This design comes from an exercise in tuning for small area, a short achievable clock period and few clock cycles per item on the open sky130 flow, not from production work.
Only simulation tests tie the RTL to the original design; equivalence was not proved.
No activity file was given, so power comes from the tool's default toggle rates.

$ cat flow/config.mk
export PLATFORM = sky130hd
export DESIGN_NAME = fwi_arith
export DESIGN_NICKNAME = fwi_arith
export VERILOG_FILES = /design/flow/design.v
export SDC_FILE = /design/flow/constraint.sdc
export NUM_CORES = 4
export LEC_CHECK = 0
export CAP_MARGIN = 20
export CORE_MARGIN = 2
export CORE_UTILIZATION = 25
export PLACE_DENSITY = 0.35
export SETUP_SLACK_MARGIN = 5
export SLEW_MARGIN = 20
$ cat flow/design.v
module fwi_arith (
    input  wire         clk,
    input  wire         rst,       
    input  wire         start,
    input  wire [2:0]   op,
    input  wire [247:0] a,
    input  wire [247:0] b,
    output wire         ready,
    output reg          done,
    output reg  [247:0] result,
    output reg          eq,
    output reg          lt
);
    localparam W = 248;
    localparam S_FIRST = 3'd0;
    localparam S_MSTEP = 3'd1;
    localparam S_MFIN  = 3'd2;
    localparam S_ALIGN = 3'd3;
    localparam S_DSTEP = 3'd4;
    reg           busy;
    reg  [2:0]    st;
    reg           o_as, o_mul, o_div, o_cmp;    
    reg           cin;                          
    reg  [W-1:0]  X;       
    reg  [W+7:0]  Y;       
    reg  [W-1:0]  C;       
    reg           cprev;   
    reg  [7:0]    cnt;     
    assign ready = ~busy;
    wire [W-1:0]  ap = X ^ Y[W-1:0];
    wire [W-1:0]  ag = X & Y[W-1:0];
    reg  [255:0]  G, P;
    integer       i, l;
    always @* begin
        G = 256'd0;
        P = 256'd0;
        G[W-1:0] = ag;
        P[W-1:0] = ap;
        G[0] = ag[0] | (ap[0] & cin);
        for (l = 1; l < 256; l = l * 2)
            for (i = 0; i < 256; i = i + 1)
                if (((i / l) % 2) == 1) begin
                    G[i] = G[i] | (P[i] & G[(i / l) * l - 1]);
                    P[i] = P[i] & P[(i / l) * l - 1];
                end
    end
    wire [W-1:0]  sum  = ap ^ {G[W-2:0], cin};
    wire          cout = G[W-1];                  
    wire          x_eq = &ap;                     
    wire          x_zero = ~|X;
    wire          b_zero = &Y[W-1:0];             
    wire [31:0]   nzx, nzy;
    genvar gi;
    generate
        for (gi = 0; gi < 32; gi = gi + 1) begin : g_nz
            if (gi < 31) begin : g_x
                assign nzx[gi] = |X[8*gi+7:8*gi];
            end else begin : g_x31
                assign nzx[gi] = 1'b0;
            end
            assign nzy[gi] = ~&Y[8*gi+7:8*gi];
        end
    endgenerate
    reg  [31:0]   sfx;    
    integer       k;
    always @* begin
        sfx[31] = nzx[31];
        for (k = 30; k >= 0; k = k - 1)
            sfx[k] = sfx[k+1] | nzx[k];
    end
    wire          y_fits = ~|(nzy & ~sfx);
    wire          one0 = C[0] ^ cprev;
    wire          two0 = (C[1] & ~C[0] & ~cprev) | (~C[1] & C[0] & cprev);
    wire          neg0 = C[1];
    wire          one1 = C[2] ^ C[1];
    wire          two1 = (C[3] & ~C[2] & ~C[1]) | (~C[3] & C[2] & C[1]);
    wire          neg1 = C[3];
    wire [W-1:0]  m0  = result;
    wire [W-1:0]  m1  = {result[W-2:0], 1'b0};
    wire [W-1:0]  m2  = {result[W-3:0], 2'b0};
    wire [W-1:0]  m3  = {result[W-4:0], 3'b0};
    wire [W-1:0]  pp0 = (({W{one0}} & m0) | ({W{two0}} & m1)) ^ {W{neg0}};
    wire [W-1:0]  pp1 = (({W{one1}} & m2) | ({W{two1}} & m3)) ^ {W{neg1}};
    wire [W-1:0]  s1  = X ^ Y[W-1:0] ^ pp0;
    wire [W-1:0]  c1  = {((X & Y[W-2:0]) | (X & pp0) | (Y[W-1:0] & pp0)), neg0};
    wire [W-1:0]  ms  = s1 ^ c1 ^ pp1;
    wire [W-1:0]  mc  = {((s1 & c1) | (s1 & pp1) | (c1 & pp1)), neg1};
    wire          c_last = ~|C[W-1:3];
    always @(posedge clk) begin
        if (rst) begin
            busy <= 1'b0;
            done <= 1'b0;
        end else begin
            done <= 1'b0;
            if (!busy) begin
                if (start) begin
                    busy  <= 1'b1;
                    st    <= S_FIRST;
                    o_as  <= (op == 3'd0) | (op == 3'd1);
                    o_mul <= (op == 3'd2);
                    o_div <= (op == 3'd3);
                    o_cmp <= (op != 3'd0) & (op != 3'd1) & (op != 3'd2) & (op != 3'd3);
                    cin   <= (op != 3'd0) & (op != 3'd2);
                    X     <= a;
                    Y     <= (op == 3'd0) ? {8'hff, b} : {8'hff, ~b};
                end
            end else begin
                case (st)
                    S_FIRST: begin
                        if (o_as) begin
                            result <= sum;
                            busy   <= 1'b0;
                            done   <= 1'b1;
                        end else if (o_cmp) begin
                            eq   <= x_eq;
                            lt   <= ~cout;
                            busy <= 1'b0;
                            done <= 1'b1;
                        end else if (o_mul) begin
                            result <= y_fits ? X : ~Y[W-1:0];
                            C      <= y_fits ? ~Y[W-1:0] : X;
                            cprev  <= 1'b0;
                            X      <= {W{1'b0}};
                            Y      <= {(W+8){1'b0}};
                            cin    <= 1'b0;
                            if (x_zero | b_zero) st <= S_MFIN;
                            else                 st <= S_MSTEP;
                        end else begin  
                            result <= {W{1'b0}};
                            Y      <= {Y[W-1:0], 8'hff};
                            cnt    <= 8'd8;
                            st     <= S_ALIGN;
                            if (b_zero | ~cout) begin
                                busy <= 1'b0;
                                done <= 1'b1;
                            end
                        end
                    end
                    S_MSTEP: begin
                        X      <= ms;
                        Y      <= {8'd0, mc};
                        result <= {result[W-5:0], 4'd0};
                        C      <= {4'd0, C[W-1:4]};
                        cprev  <= C[3];
                        if (c_last) st <= S_MFIN;
                    end
                    S_MFIN: begin
                        result <= sum;
                        busy   <= 1'b0;
                        done   <= 1'b1;
                    end
                    S_ALIGN: begin
                        if (y_fits) begin
                            Y   <= {Y[W-1:0], 8'hff};
                            cnt <= cnt + 8'd8;
                        end else begin
                            Y   <= {1'b1, Y[W+7:1]};
                            cnt <= cnt - 8'd1;
                            st  <= S_DSTEP;
                        end
                    end
                    default: begin  
                        if (cout & (&Y[W+7:W])) X <= sum;
                        result <= {result[W-2:0], cout & (&Y[W+7:W])};
                        Y      <= {1'b1, Y[W+7:1]};
                        cnt    <= cnt - 8'd1;
                        if (cnt == 8'd0) begin
                            busy <= 1'b0;
                            done <= 1'b1;
                        end
                    end
                endcase
            end
        end
    end
endmodule
$ cat flow/constraint.sdc
create_clock -name core_clock -period 10.0 [get_ports {clk}]
set_input_delay 2.0000 -clock core_clock [delete_from_list [all_inputs] [get_ports {clk}]]
set_output_delay 2.0000 -clock core_clock [all_outputs]
set_load 0.01 [all_outputs]
$ cat flow/run.sh
#!/bin/bash
# synth_recipe.tcl (not shown) runs the flow's synth.tcl, then flattens the netlist and writes it again
# the make line also repeats each setting of config.mk as NAME=value (left out here)
make -C /OpenROAD-flow-scripts/flow DESIGN_CONFIG=/design/flow/config.mk WORK_HOME=/design/flow/orfs CLKGATE_MAP_FILE= SYNTH_SCRIPT=/design/flow/synth_recipe.tcl finish
==> results of run 1 <==
-- final cells by class --
type	count	area, sq um	area share [%]
antenna	11	27.53	0.02266
clock buffer	193	4213	3.468
clock inverter	95	668.1	0.5500
inverter	597	2256	1.857
multi-input combinational	10060	65200	53.68
sequential	1020	30610	25.20
tap	5428	6792	5.591
timing repair buffer	1120	11700	9.633
-- final timing paths --
| check | from | cells past startpoint | end |
|---|---|---|---|
| min | C[158] | 2 | C[154] |
| max | X[25] | 20 | X[121] |
| max reg2reg | X[25] | 20 | X[121] |
| min reg2reg | C[158] | 2 | C[154] |
-- state kept, by name (all words and copies together) (netlist names) --
| register | flops |
|---|---|
| Y | 256 |
| C | 248 |
| X | 248 |
| result | 248 |
| cnt | 8 |
| st | 3 |
| busy | 1 |
| cin | 1 |
| cprev | 1 |
| done | 1 |
| eq | 1 |
| lt | 1 |
| o_as | 1 |
| o_cmp | 1 |
| o_mul | 1 |
-- what timing repair did --
action	in CTS	in global routing
setup buffers	69	50
pin swaps	27	16
resized for setup	118	55
setup endpoints to repair	1141	451
gates cloned	19	12
-- layer usage --
| metal | track usage (%) | up-vias | share of wire, % |
|---|---|---|---|
| li1 | - | 46930 | - |
| met1 | 38.96 | 54530 | 43 |
| met2 | 46.83 | 5425 | 45 |
| met3 | 3.885 | 946 | 6.8 |
| met4 | 12.55 | 2 | 5.1 |
| met5 | 0 | - | 0.0019 |
-- power breakdown --
part           total, mW  internal, mW  switching, mW
clock               5.72          3.17           2.55
combinational       7.15          2.53           4.61
sequential          6.03          5.27          0.761
total               18.9          11.0           7.93
-- worst register-to-register path: cells and delay by family (launching register included) --
family / cells / cell delay (ns)
AND/OR/NAND/NOR: 2 / 0.26
adder cells (fa/ha/maj): 1 / 0.41
AO/OA/AOI/OAI: 10 / 2.00
buffers and inverters: 7 / 1.48
flip-flops: 1 / 0.48
-- cell usage in the layout, fill, tap and decap left out, types with 44 or more instances in the layout --
cell type,synthesis,layout
inv_1,595,594
o211ai_1,644,644
o21ai_0,1476,1466
clkbuf_16,0,174
a211oi_1,61,59
clkinv_1,0,44
buf_4,1,268
nor3_1,139,131
o21a_1,114,114
nand4_1,133,133
xor2_1,326,325
xnor2_1,132,132
nor2_1,1273,1261
clkdlybuf4s50_1,0,753
fa_1,503,501
a22oi_1,466,465
ha_1,251,239
nand3_1,66,63
a31oi_1,134,131
nand2_1,1611,1601
o221ai_1,110,109
a21oi_1,1806,1799
edfxtp_1,1018,1018
nor4_1,144,117
-- kinds of logic (layout without fill, tap and decap cells) --
| family | Yosys count | count (layout) |
|---|---|---|
| DFF | 1020 | 1020 |
| buffers and inverters | 1885 | 2005 |
| adders and majority gates | 792 | 792 |
| other | 0 | 11 |
| muxes | 25 | 25 |
| and+or+nand+nor | 3590 | 3594 |
| AOI/OAI and AO/OA | 5189 | 5189 |
| xor gates and xnor gates | 458 | 458 |
==> reports/summary.md, run 1 <==
The run finished with no timing, DRC or antenna violations. The number of vias after detailed routing was 107.8k. The slew at the pin closest to its max-slew limit is 1.423 ns, and the worst-case register-to-register setup slack is 5.06 ns.

The run gives 1 as the count of yosys warnings during synthesis. Hold timing on the final database bottoms out at a slack of 0.5464 ns. In the synthesized netlist, the cells that appear most often are 1806 x a21oi_1, 1611 x nand2_1, 1476 x o21ai_0. The logs give 0.1174 mV for the worst ir drop on vdd and 42.56 nW for the leakage power. The buffer and inverter count on the worst path is 7. The biggest cell delay along the critical path works out to 0.48 ns. The tools report the final number of max-transition violations as 0.

Global routing used 29.10% of the available tracks. Counting flops and latches in the post-synthesis netlist gives 1020. The number of hold violations in the final report was 0. At the end of routability-driven placement, the weighted congestion stood at 0.9071. The total overflow left after global routing is 0.

The critical path in this run is classified as reg -> reg. The final layout contains 14.22k nets. For the worst setup path, the data required time is 10.61 ns. For this run, the share of the core covered by cells in the final layout is 29.91%. The logs give 12.26k for the violation count after the first detailed-route iteration and 1020 for the number of clock sinks seen by CTS. The finished cells cover 121500 sq um. Summing the areas of all fa, ha and maj instances in the mapped netlist gives 13.33% of the synthesized area.

The signal on the critical path passes through ha_1 > a21oi_1 > o21ai_0 > a22oi_1 > o311ai_0 > buf_4 > a21oi_2 > buf_6 > nand2_2 > inv_6 > o2111a_1 > buf_6 > a21oi_4 > a211oi_4 > a21oi_4 > nand3_2 > a31oi_4 > buf_12 > buf_16 > clkbuf_16. The first global-routing pass estimated 867.3 mm of wire. The relative slew slack was 5.131%.

For the post-place setup slack, the log shows 3.103 ns. The most common cell in the synthesized netlist is a21oi_1. The DRC violation count after routing is 0, and the number of antenna-violating nets in the routed design is 0. The initial utilization of the core area, before any placement, comes to 25.11%.

The kind of start point of the critical path was a flop. The tools report the first-pass iteration count of the detailed router as 9. On the critical path, the stage with the largest delay is an instance of edfxtp_1. The post-synthesis sequential area ratio is 30.02%. In this run the worst hold path is classified as reg -> reg. At the worst endpoint, the arrival time is 5.55 ns. Excluding fillers, the count of instances in the completed layout stands at 18.52k. The nature of the critical path endpoint was a flop. Along the worst path, the maximum fanout reaches 11. The floorplan step set the die height to 642.7 um.

The multiplexer share of the synthesized area works out to 0.2540%. The root buffer cell chosen for the clock tree is clkbuf_16. Detailed placement finished with a half-perimeter wire length of 421.5 mm. The xor and xnor area share after synthesis was 3.934%; the number of flops mapped to enable cells by yosys was 1018. The initial antenna violation count was 26; the core outline area was 406100 sq um. The routed via count divided by cell count works out to 5.822. Final critical-path setup slack: 5.062 ns. CTS built an H-tree with a depth of 4. TritonCTS built the clock tree. The compound-gate portion of the synthesized area was 30.59%; the share of final-layout standard cells stronger than drive strength 1 was 6.138%. The die width is 642.7 um. The synthesized net count is 14.22k, and the power consumption is 18.91 mW. The main combinational cell family by area after synthesis was compound AO/OA/AOI/OAI gates. The cell family contributing the most delay on the critical path is compound AO/OA/AOI/OAI gates.

The number of fillers in the final layout was 43.22k; the final period demand of the worst path was 4.938 ns. By area the synthesized netlist is led by edfxtp_1 30%, fa_1 9.9%, a21oi_1 8.9%. In this run the deepest clock path goes through 4 buffers. Max-cap violations in this run came to 0. The die covers 413000 sq um.

The total power divided by cell area was 155.6 nW/um^2; the CTS clock-pin slew for the worst setup and hold paths was 0.06 ns. Final clock period utilization by the worst path: 49.38%. The area added between synthesis and finish is 19.12%, and the number of setup violations in the final report is 0. Counting flops with an async set or reset pin after synthesis yields a share of 0%. The floorplan has 234 rows.

The average wire per standard cell came out at 34.09 um. The synthesized area divided by synthesized cell count is 7.869 sq um, and the total length of routed wires is 631.4 mm. After detailed placement, the total cell area comes to 113900 sq um. Entering global routing, the biggest net connects 195 pins. The run gives 102000 sq um as the cell area after synthesis. Buffers inserted during clock tree synthesis total 163. Summing the areas of all and, or, nand and nor instances in the mapped netlist gives 14.87% of the synthesized area. In the synthesized netlist, the number of instances is 12.96k. The tools report the via count of the first global-routing pass as 104.8k.

The share of synthesized area in the top cell type comes to 29.98%. The cell type with the largest total area after synthesis was edfxtp_1. The clock reaches the later pin of the worst-skew pair after 0.92 ns. The dominant synthesized flop cell is edfxtp_1. The tools report the hold buffer count at CTS as 0. Between clock sinks in the finished design, the worst skew comes to 0.06288 ns. Setup repair after global routing could not meet its margin everywhere. After synthesis, the netlist uses 111 different library cells. Once placement completed, the tool counted placed cells totaling 18.07k.

The count of input and output buffers came out at 753. For the I/O pin count, the log shows 754. Static timing analysis puts the maximum clock frequency at 0.2025 GHz. In the final timing run, aggregate negative setup slack is 0 ns.
Testbench counts, summed over its fixed seeds: cycles 30,671, items 1,920.
==> run 2: changes to the inputs <==
--- a/flow/design.v
+++ b/flow/design.v
@@ -20,5 +20,5 @@
     reg           busy;
     reg  [2:0]    st;
-    reg           o_as, o_mul, o_div, o_cmp;    
+    reg           o_as, o_div, o_cmp;    
     reg           cin;                          
     reg  [W-1:0]  X;       
@@ -48,5 +48,4 @@
     wire          cout = G[W-1];                  
     wire          x_eq = &ap;                     
-    wire          x_zero = ~|X;
     wire          b_zero = &Y[W-1:0];             
     wire [31:0]   nzx, nzy;
@@ -70,4 +69,25 @@
     end
     wire          y_fits = ~|(nzy & ~sfx);
+    wire          y_fits4 = ~|(nzy[27:0] & ~sfx[31:4]) & ~|nzy[31:28];
+    wire [7:0]    nwa, nwb;
+    generate
+        for (gi = 0; gi < 8; gi = gi + 1) begin : g_nw
+            if (gi < 7) begin : g_w
+                assign nwa[gi] = |a[32*gi+31:32*gi];
+                assign nwb[gi] = |b[32*gi+31:32*gi];
+            end else begin : g_w7
+                assign nwa[gi] = |a[W-1:224];
+                assign nwb[gi] = |b[W-1:224];
+            end
+        end
+    endgenerate
+    reg  [7:0]    sfa;    
+    integer       kw;
+    always @* begin
+        sfa[7] = nwa[7];
+        for (kw = 6; kw >= 0; kw = kw - 1)
+            sfa[kw] = sfa[kw+1] | nwa[kw];
+    end
+    wire          b_short = ~|(nwb & ~sfa);    
     wire          one0 = C[0] ^ cprev;
     wire          two0 = (C[1] & ~C[0] & ~cprev) | (~C[1] & C[0] & cprev);
@@ -98,10 +118,18 @@
                     st    <= S_FIRST;
                     o_as  <= (op == 3'd0) | (op == 3'd1);
-                    o_mul <= (op == 3'd2);
                     o_div <= (op == 3'd3);
                     o_cmp <= (op != 3'd0) & (op != 3'd1) & (op != 3'd2) & (op != 3'd3);
                     cin   <= (op != 3'd0) & (op != 3'd2);
-                    X     <= a;
-                    Y     <= (op == 3'd0) ? {8'hff, b} : {8'hff, ~b};
+                    X     <= (op == 3'd2) ? {W{1'b0}} : a;
+                    Y     <= (op == 3'd2) ? {(W+8){1'b0}} :
+                             (op == 3'd0) ? {8'hff, b} : {8'hff, ~b};
+                    if (op == 3'd2) begin
+                        result <= b_short ? a : b;
+                        C      <= b_short ? b : a;
+                        cprev  <= 1'b0;
+                        st     <= S_MSTEP;
+                    end else begin
+                        result <= {W{1'b0}};
+                    end
                 end
             end else begin
@@ -117,15 +145,5 @@
                             busy <= 1'b0;
                             done <= 1'b1;
-                        end else if (o_mul) begin
-                            result <= y_fits ? X : ~Y[W-1:0];
-                            C      <= y_fits ? ~Y[W-1:0] : X;
-                            cprev  <= 1'b0;
-                            X      <= {W{1'b0}};
-                            Y      <= {(W+8){1'b0}};
-                            cin    <= 1'b0;
-                            if (x_zero | b_zero) st <= S_MFIN;
-                            else                 st <= S_MSTEP;
                         end else begin  
-                            result <= {W{1'b0}};
                             Y      <= {Y[W-1:0], 8'hff};
                             cnt    <= 8'd8;
@@ -151,5 +169,8 @@
                     end
                     S_ALIGN: begin
-                        if (y_fits) begin
+                        if (y_fits4) begin
+                            Y   <= {Y[W-25:0], 32'hffffffff};
+                            cnt <= cnt + 8'd32;
+                        end else if (y_fits) begin
                             Y   <= {Y[W-1:0], 8'hff};
                             cnt <= cnt + 8'd8;
==> run 2 against run 1 <==
Compared with the run above:
- total power grew 0.73%
- register-to-register slack got worse by 0.17 ns
- first-iteration DRC count is 9.4% higher
- clock-buffer cell count up 15
- flip-flop and latch count decreased by 1
- synthesized cell count grew 19%
- sequential power decreased by 3%
- wire length is 13% higher
- synthesized area is 15% higher
==> reports/summary.md, run 2 <==
In the post-synthesis netlist, the biggest area contributors are edfxtp_1 26%, fa_1 8.6%, o21ai_0 8.2%. The tools report the pin count of the biggest net entering global routing as 210 (+7.7%). The power consumption is 19.04 mW (+0.73%), and the worst clock skew is 0.06319 ns (+0.0003083 ns). The internal power of the cells came out at 11.09 mW (+1.0%). The run gives 25.10% (about the same) as the initial cell density of the core. Commonest non-fill, non-tap cell in the layout: nand2_1.

After synthesis, the largest family of logic cells by area is compound AO/OA/AOI/OAI gates. The maximum level of the CTS H-tree was 4 (unchanged); the fraction of synthesis flops using an asynchronous set or reset pin was 0% (unchanged). Relative to the synthesized area, the layout overhead comes to 22.85%.

The count of yosys warnings during synthesis was 1 (unchanged). The logs give 4 (unchanged) for the largest buffer count on any clock path and 1019 (-0.098%) for the number of clock sinks seen by CTS. TritonCTS built the clock tree. Latest clock arrival within the worst-skew pair: 0.95 ns (+0.03 ns).

For the via count of the first global-routing pass, the log shows 114.2k (+9.0%). The total power divided by cell area works out to 132.1 nW/um^2 (-15%). For the relative contribution of sequential cells to total power, the log shows 30.6% (-1.3 points). The critical path starts at b[1]. The multi-input combinational cell area is 79580 sq um (+22%), and the die span in y is 689.3 um (+7.2%). The tools report the required time of the worst setup path as 10.60 ns (about the same). The routed via count divided by cell count is 5.665 (-2.7%), and the number of flops mapped to enable cells by yosys is 1017 (-0.098%).

The run gives 0 (unchanged) as the final number of max-transition violations. Share of power burned in the clock network: 31.5% (+1.2 points). The area share of fa/ha/maj cells after synthesis was 15.45% (+2.1 points). The logs give 0 (unchanged) for the aggregate global routing overflow and 50.00k (+16%) for the number of fillers in the final layout. The share of final-layout standard cells stronger than drive strength 1 is 9.087% (+2.9 points). The startpoint identified for the worst hold timing path is C[140]. The register bit total from synthesis was 1019 (-0.098%); the overall die area was 475100 sq um (+15%).

The slew at the pin closest to its max-slew limit was 1.416 ns (-0.006580 ns); the simple logic cell fraction of the synthesized area was 15.33% (+0.46 points). The type of the most critical hold path was reg -> reg. The dominant synthesized flop cell is edfxtp_1.

The xor and xnor area share after synthesis is 3.462% (-0.47 points). Setup repair after global routing could not meet its margin everywhere. The relative slew slack was 4.699% (-0.43 points); the relative contribution of combinational cells to total power was 37.9% (about the same). The worst register-to-register path begins at Y[125]. The count of input and output buffers is 753 (unchanged).

For the first-pass iteration count of the detailed router, the log shows 8 (-1). The number of antenna-violating nets in the routed design was 0 (unchanged); the synthesized net count was 16.63k (+17%). The overall fraction of global-route tracks in use is 28.45% (-0.65 points).

The DRC violation count after routing was 0 (unchanged); the net count of the finished layout was 16.74k (+18%). The tools report the placer congestion estimate as 0.8771 (-3.3%). The count of standard-cell rows is 251 (+7.3%), and the flip-flop count of the largest register, all copies and words added is 256 (unchanged). The utilization of the core after routing is 30.84% (+0.93 points). The leading cell type by number of instances after synthesis was nand2_1. The final clock period utilization by the worst path came out at 57.86% (+8.5 points). The logs give 0 (unchanged) for the total of max-cap violations and 968.3 mm (+12%) for the wire length of the first global-routing pass.

The I/O pin count is 754 (unchanged). The placed wire-length estimate after detailed placement was 490.2 mm (+16%). The tools report the data arrival time at the worst-slack endpoint as 6.39 ns (+0.84 ns). The number of instances in the synthesized netlist came out at 15.37k (+19%). The run gives 26.05% (-4.0 points) as the post-synthesis sequential area ratio. For the number of vias after detailed routing, the log shows 123.7k (+15%). The class of the most critical setup path is in -> reg. The register name with the most flops is Y. The CTS root buffer is clkbuf_16.

In the synthesized netlist, the cells that appear most often are 2359 x nand2_1, 1914 x o21ai_0, 1351 x clkbuf_1. The CTS clock-pin slew for the worst setup and hold paths came out at 0.06 ns (about the same). The multiplexer share of the synthesized area is 3.188% (+2.9 points). The tools report the initial antenna violation count as 54 (+110%).

The run gives 714.5 mm (+13%) as the total length of routed wires. Number of clock buffers inserted by TritonCTS: 165 (+1.2%). The post-synthesis cell type count was 97 (-13%). The total net switching power was 7.951 mW (+0.31%). The die width came out at 689.3 um (+7.2%). Synthesized area divided by synthesized cell count: 7.638 sq um (-2.9%).

For the sequential cell area, the log shows 30580 sq um (about the same). The run finished with no timing, DRC or antenna violations. The logs give 467600 sq um (+15%) for the core outline area and 0.1260 mV (+7.4%) for the worst ir drop on vdd. The biggest area contributor in the post-synthesis netlist is edfxtp_1. The number of setup violations in the final report is 0 (unchanged), and the largest fanout of any net on the critical path is 7 (-4). The setup total negative slack was 0 ns (unchanged); the final period demand of the worst path was 5.786 ns (+0.8486 ns). Nature of the critical path endpoint: a flop. The compound-gate portion of the synthesized area came out at 28.21% (-2.4 points). For the number of hold violations in the final report, the log shows 0 (unchanged).

The switching power as a share of total power was 41.75% (-0.18 points); the area share of the largest cell type after synthesis was 26.01% (-4.0 points). The kind of start point of the critical path is an input port. The leakage power came out at 53.47 nW (+26%). The hold buffer count at CTS was 0 (unchanged); the violation count after the first detailed-route iteration was 13.41k (+9.4%). In the layout the commonest cells are 2241 x nand2_1, 1636 x o21ai_0, 1165 x nor2_1, 1126 x a21oi_1, 1059 x inv_1. The average wire per standard cell was 32.73 um (-4.0%); the cell area after synthesis was 117400 sq um (+15%). The logs give 0.5442 ns (-0.002180 ns) for the final hold slack and 0.1728 GHz (-15%) for the maximum clock frequency.
run 2: cell count changes in the layout (fill, tap and decap cells not counted), sizes merged, moves of 348 or more:
cell	previous run	this run
maj3	38	490
a21oi	1810	1169
mux2i	18	366
inv	602	1073
o21ai	1487	1919
nand2	1612	2360
run 2: timing repair:
action                                  4_1_cts  5_1_grt
pin swaps                                    96      115
gates resized for setup                     585      515
gates cloned                                 81       46
endpoints found under the setup margin     1260     1042
buffers inserted                            147       74
run 2: cells by family (layout without fill, tap and decap cells):
family	after synthesis	in the layout
AOI/OAI and AO/OA	5376	5376
adders and majority gates	1246	1246
and+or+nand+nor	4299	4300
buffers and inverters	2592	2826
DFF	1019	1019
muxes	373	373
other	0	29
xor gates and xnor gates	464	464
run 2: power groups by stage:
stage / Sequential, mW / Combinational (mW) / Clock, mW
CTS: 5.83 / 6.95 / 6.12
floorplan: 5.57 / 3.97 / 0
finish: 5.83 / 7.22 / 5.99
detailed placement: 5.95 / 6.66 / 0
global placement: 5.96 / 6.70 / 0
global route: 5.86 / 7.80 / 6.23
run 2: metrics by stage:
step	cells	cell area, sq um	setup slack [ns]
finish	21830	144200	4.214
global placement	21160	131000	0.5181
CTS	21680	141000	4.294
detailed placement	21160	131000	0.9804
global route	21820	144200	4.326
floorplan	15370	117700	0.7323
run 2: path summary, 6_finish.rpt:
| path | slack, ns | end | cells after the start |
|---|---|---|---|
| setup reg to reg | 4.89 | result[186] | 15 |
| hold / removal | 0.54 | C[136] | 2 |
| hold reg to reg | 0.54 | C[136] | 2 |
| setup / recovery | 4.21 | result[21] | 16 |
run 2: critical path, stage by stage:
cell      delay [ns]
buf_12          0.12
nor4_4          0.28
nand4_1         0.42
o211ai_1        0.87
a211oi_4        0.22
o31ai_4         0.61
a21oi_4         0.25
o311ai_4        0.36
o21ai_4         0.14
buf_6           0.17
buf_12          0.14
buf_16          0.16
buf_12          0.15
buf_16          0.16
mux2i_2         0.18
o22ai_1         0.09
run 2: per-layer routing:
metal	vias up	global-route usage (%)	part of all wire [%]
li1	55500	-	-
met1	62540	39.79	45
met2	4831	44.55	44
met3	803	3.891	6.5
met4	4	10.24	4.2
met5	-	0	0.0043
run 2: area by class of cell:
type | count | area share [%]
timing repair buffer | 1465 | 11.85
inverter | 1066 | 2.800
clock inverter | 86 | 0.5058
antenna | 29 | 0.05032
tap | 6198 | 5.377
multi-input combinational | 11760 | 55.18
clock buffer | 208 | 3.019
timing repair inverter | 1 | 0.006073
sequential | 1019 | 21.21
Testbench counts of run 2, summed over its fixed seeds: cycles 29,256, items 1,920.

==> re-timing with driven ports <==
No port has a modelled driver above. Below, the same layouts with a new extraction and two added sets of constraints.
Step 1 (the two cells are an assumption about what drives the block):
set clk [get_ports {clk}]
set_driving_cell -lib_cell sky130_fd_sc_hd__clkbuf_16 $clk
set_driving_cell -lib_cell sky130_fd_sc_hd__buf_2 [delete_from_list [all_inputs] $clk]
Step 2 also shifts input and output timing later by t, the mid clock arrival at the registers, as if the neighbouring blocks saw the same clock.
Three values: ideal, step 1, step 2; two values: the first two.
run	shift t [ns]	slack for setup (ns)	worst setup path at the end	worst slew at a driven data input, ns
run 1	0.994	5.062 / 5.062 / 4.316	input to register	0.28
run 2	1.043	4.214 / 4.252 / 3.209	input to register	0.30
After both steps every run listed still meets setup and hold. The setup slack of run 2, which loses most, moves by +0.038 ns with the drivers and by -1.005 ns with both steps.
